This is an optimization exercise on Yosys and OpenROAD, whose aim is small area, a short achievable clock period and few clock cycles per item, not a production implementation. The RTL was checked by simulation tests, not by an equivalence proof against the original design. Power figures rest on the tool's default switching activity, not on a simulated workload.

## the baseline
## zi_sha256
module zi_sha256 (
    input  wire         clk,
    input  wire         rst,           
    input  wire         in_valid,
    output wire         in_ready,
    input  wire [31:0]  in_data,
    input  wire         in_last,
    input  wire [2:0]   in_nbytes,     
    output reg          out_valid,
    output wire [255:0] out_digest
);
    localparam [31:0] IV0 = 32'h6a09e667, IV1 = 32'hbb67ae85,
                      IV2 = 32'h3c6ef372, IV3 = 32'ha54ff53a,
                      IV4 = 32'h510e527f, IV5 = 32'h9b05688c,
                      IV6 = 32'h1f83d9ab, IV7 = 32'h5be0cd19;
    reg [31:0] w [0:15];
    reg [31:0] wn;                     
    reg [31:0] a, b, c, e, f, g;
    reg [31:0] pas, pac, pes, pec;
    reg [31:0] t1;                     
    reg [31:0] ra0, ra1, ra2, ra3, rb0, rb1, rb2, rb3;
    reg [5:0]  rnd;                    
    reg        act;                    
    reg        act_a;                  
    reg [3:0]  nw;                     
    reg        full;                   
    reg        slot;                   
    reg        pad;                    
    reg        pad80;                  
    reg        lenblk;                 
    reg        fin_fill;               
    reg        fin_run;                
    reg [17:0] wc;                     
    reg [1:0]  lastb;                  
    reg        last, lastfin, hsh, r62q;
    reg        last_a, lastfin_a, hsh_a;
    reg        bnd;                    
    wire [3:0] ph   = rnd[3:0];
    wire       q3   = (rnd[5:4] == 2'b11);
    wire       r63  = (rnd == 6'd63);
    assign out_digest = {ra0, ra3, ra2, ra1, rb3, rb2, rb1, rb0};
    assign in_ready   = slot & ~pad;
    wire fire = in_valid & slot & ~pad;
    wire pins = slot & pad;
    wire ins  = fire | pins;
    reg [31:0] last_word;
    always @(*) begin
  ...
Size: roughly 6000 cells after synthesis, about 300 I/O pins, ~0.060 mm2 of cells after synthesis.
export LEC_CHECK = 0
export CAP_MARGIN = 20
export CORE_MARGIN = 2
export CORE_UTILIZATION = 55
export PLACE_DENSITY = 0.68
export SLEW_MARGIN = 20
create_clock -name core_clock -period 10.0 [get_ports {clk}]
standard.sh (not shown) runs the stock make flow with config.mk's settings and CLKGATE_MAP_FILE= SYNTH_SCRIPT=/design/flow/synth_recipe.tcl, a recipe that flattens the netlist after the stock synthesis.
==> flow/flow/run.sh <==
#!/bin/bash
# The standard layout (standard.sh: unchanged synthesis and ORFS steps)
# with these options: timing repair aims at a larger setup margin; every port
# still gets its own buffer, but a plain buf_2 instead of the delay-buffer cell
# buffer_ports picks by itself; clock tree synthesis without dummy balancing
# loads and with larger sink clusters (fewer leaf buffers). The make output goes to flow_make.log; each ORFS step writes its own
# log under orfs/logs/.
set -euo pipefail
bash standard.sh \
  SETUP_SLACK_MARGIN=5.95 \
  "BUFFER_PORTS_ARGS=-buffer_cell sky130_fd_sc_hd__buf_2" \
  "CTS_ARGS=-sink_clustering_enable -repair_clock_nets -dont_use_dummy_load -sink_clustering_size 24 -sink_clustering_max_diameter 80" \
  finish > flow_make.log 2>&1
Testbench counts of the baseline, summed over its fixed seeds: cycles 70,032, bytes 62,061.
Modified inputs, the candidate compared to the baseline
Settings: PLACE_DENSITY removed (was 0.68).
--- a/flow/flow/run.sh
+++ b/flow/flow/run.sh
@@ -9,3 +9,3 @@
 bash standard.sh \
-  SETUP_SLACK_MARGIN=5.95 \
+  SETUP_SLACK_MARGIN=6.0 \
   "BUFFER_PORTS_ARGS=-buffer_cell sky130_fd_sc_hd__buf_2" \
==> summary.txt <==
The baseline and the candidate ended up with nearly the same net switching fraction of the power.
The run showing the smaller number of buffers added for setup after CTS is the baseline.
Between the baseline and the candidate, buffer count excluding the clock tree in the final layout increased.
[the candidate] part of the total power dissipated in combinational logic rose 1.0 points relative to the baseline
Sort the baseline and the candidate by global-route usage, descending, and the candidate comes first.


== pepper ==
Starting RTL as in the previous note.
export LEC_CHECK = 0
export CAP_MARGIN = 20
export CORE_MARGIN = 2
export CORE_UTILIZATION = 55
export SLEW_MARGIN = 20
create_clock -name core_clock -period 10.0 [get_ports {clk}]
==> flow/flow/run.sh <==
#!/bin/bash
# The standard layout (standard.sh: unchanged synthesis and ORFS steps)
# with these options: timing repair aims at a larger setup margin; every port
# still gets its own buffer, but a plain buf_2 instead of the delay-buffer cell
# buffer_ports picks by itself; clock tree synthesis without dummy balancing
# loads and with larger sink clusters (fewer leaf buffers). The make output goes to flow_make.log; each ORFS step writes its own
# log under orfs/logs/.
set -euo pipefail
bash standard.sh \
  SETUP_SLACK_MARGIN=5.9 \
  "BUFFER_PORTS_ARGS=-buffer_cell sky130_fd_sc_hd__buf_2" \
  "CTS_ARGS=-sink_clustering_enable -repair_clock_nets -dont_use_dummy_load -sink_clustering_size 24 -sink_clustering_max_diameter 80" \
  finish > flow_make.log 2>&1
Looking at the reports, pepper completed the entire flow and the layout it produced met the timing, design-rule and antenna checks.
Testbench counts of pepper, summed over its fixed seeds: cycles 70,032, bytes 62,061.
--- input diff pepper..delta ---
diff --git a/flow/flow/run.sh b/flow/flow/run.sh
--- a/flow/flow/run.sh
+++ b/flow/flow/run.sh
@@ -6 +6 @@
-# loads and with larger sink clusters (fewer leaf buffers). The make output goes to flow_make.log; each ORFS step writes its own
+# loads. The make output goes to flow_make.log; each ORFS step writes its own
@@ -10 +10 @@
-  SETUP_SLACK_MARGIN=5.9 \
+  SETUP_SLACK_MARGIN=5.8 \
@@ -12 +12 @@
-  "CTS_ARGS=-sink_clustering_enable -repair_clock_nets -dont_use_dummy_load -sink_clustering_size 24 -sink_clustering_max_diameter 80" \
+  "CTS_ARGS=-sink_clustering_enable -repair_clock_nets -dont_use_dummy_load" \
diff --git a/flow/config.mk b/flow/config.mk
--- a/flow/config.mk
+++ b/flow/config.mk
@@ -10 +10 @@
-export CORE_UTILIZATION = 55
+export CORE_UTILIZATION = 40
Findings:
delta and pepper all finish clean.
delta vs. pepper: post-route minimum period climbed 0.054 ns; number of buffers created by CTS higher; number of antenna violations at the first check in global routing rose by 8; data required time at the worst endpoint +0.15 ns.
Measured against each other, delta and pepper differ in wire length, the higher figure coming from delta.
Diff pepper -> delta: HPWL after detailed placement went up about 4.5%; die boundary height went up 57 microns.
Going from pepper to delta, cell count after placement grew by a little under 10%.
delta vs. pepper: critical path depth fell by 3, layout inverter count without the clock tree stayed essentially flat.
delta ends up with a fraction of power consumed by combinational cells that is 3.2 points lower than in pepper.
Modified inputs, violet compared to delta
diff --git a/flow/flow/run.sh b/flow/flow/run.sh
--- a/flow/flow/run.sh
+++ b/flow/flow/run.sh
@@ -6 +6 @@
-# loads. The make output goes to flow_make.log; each ORFS step writes its own
+# loads and with larger sink clusters (fewer leaf buffers). The make output goes to flow_make.log; each ORFS step writes its own
@@ -12 +12 @@
-  "CTS_ARGS=-sink_clustering_enable -repair_clock_nets -dont_use_dummy_load" \
+  "CTS_ARGS=-sink_clustering_enable -repair_clock_nets -dont_use_dummy_load -sink_clustering_size 24 -sink_clustering_max_diameter 80" \
==> comparison <==
- Summary — global-route wire length before repair, violet relative to delta: lower, by about 0.6%.
- Worst path setup slack after routing on violet is ahead of delta.
- As of violet, number of clock buffer instances in the layout had fallen by more than a quarter compared to delta.
- violet ends up with a arrival time reported for the critical path endpoint that is 0.21 ns lower than in delta.
- Utilization on violet is down relative to delta.
- Looking at violet and delta, the slew at the pin closest to its max-slew limit is a wash.
- Total met2 wirelength after detailed routing: violet vs delta — no meaningful difference
Here is what was changed in the inputs of maple compared with violet.
diff --git a/flow/flow/run.sh b/flow/flow/run.sh
--- a/flow/flow/run.sh
+++ b/flow/flow/run.sh
@@ -6 +6 @@
-# loads and with larger sink clusters (fewer leaf buffers). The make output goes to flow_make.log; each ORFS step writes its own
+# loads. The make output goes to flow_make.log; each ORFS step writes its own
@@ -12 +12 @@
-  "CTS_ARGS=-sink_clustering_enable -repair_clock_nets -dont_use_dummy_load -sink_clustering_size 24 -sink_clustering_max_diameter 80" \
+  "CTS_ARGS=-sink_clustering_enable -repair_clock_nets -dont_use_dummy_load -sink_clustering_size 30 -sink_clustering_max_diameter 100" \
Findings:
Going from violet to maple, ratio of final minimum period to clock period increased 0.18 points, global-route usage fell 0.20 points, setup slack shrank by 0.018 ns, net total in the final layout went down. Relative to violet, detailed route wirelength on metal3 has increased by 230 microns in maple. On worst hold margin, violet loses to maple. [maple] number of global-route vias before repair fell 0.56% relative to violet. Routed metal-1 wire length | maple below violet.

afterwards: timing with drivers on the ports:
The results above use ideal ports. As a check the final layouts listed here were re-extracted and re-timed, cells and wires unchanged.
Step 1, drivers: a clkbuf_16 drives clk and a buf_2 each remaining input, both assumed.
Step 2, shift: input delay + t, output delay - t, t = (earliest + latest rising clock arrival at the registers) / 2. This alone moves slack from input paths to output paths.
Slacks: ideal / step 1 / step 2; pairs: ideal / step 1.
| run | t, ns | setup slack, ns | hold WS [ns] | worst register clock-pin slew, ns |
|---|---|---|---|---|
| the baseline | 0.732 | 5.966 / 5.966 / 5.501 | 0.272 / 0.272 / 0.272 | 0.10 / 0.10 |
| the candidate | 0.719 | 5.972 / 5.972 / 5.347 | 0.307 / 0.307 / 0.307 | 0.11 / 0.11 |
| pepper | 0.718 | 5.915 / 5.915 / 5.358 | 0.307 / 0.307 / 0.307 | 0.10 / 0.10 |
| delta | 0.836 | 5.861 / 5.861 / 5.534 | 0.275 / 0.275 / 0.275 | 0.07 / 0.07 |
| violet | 0.760 | 5.884 / 5.884 / 5.495 | 0.250 / 0.250 / 0.250 | 0.10 / 0.10 |
| maple | 0.759 | 5.867 / 5.867 / 5.549 | 0.323 / 0.323 / 0.323 | 0.12 / 0.12 |
After both steps setup and hold are still met in every run listed. The setup slack of the candidate, which loses most, moves by 0.000 ns with the drivers and by -0.625 ns with both steps.
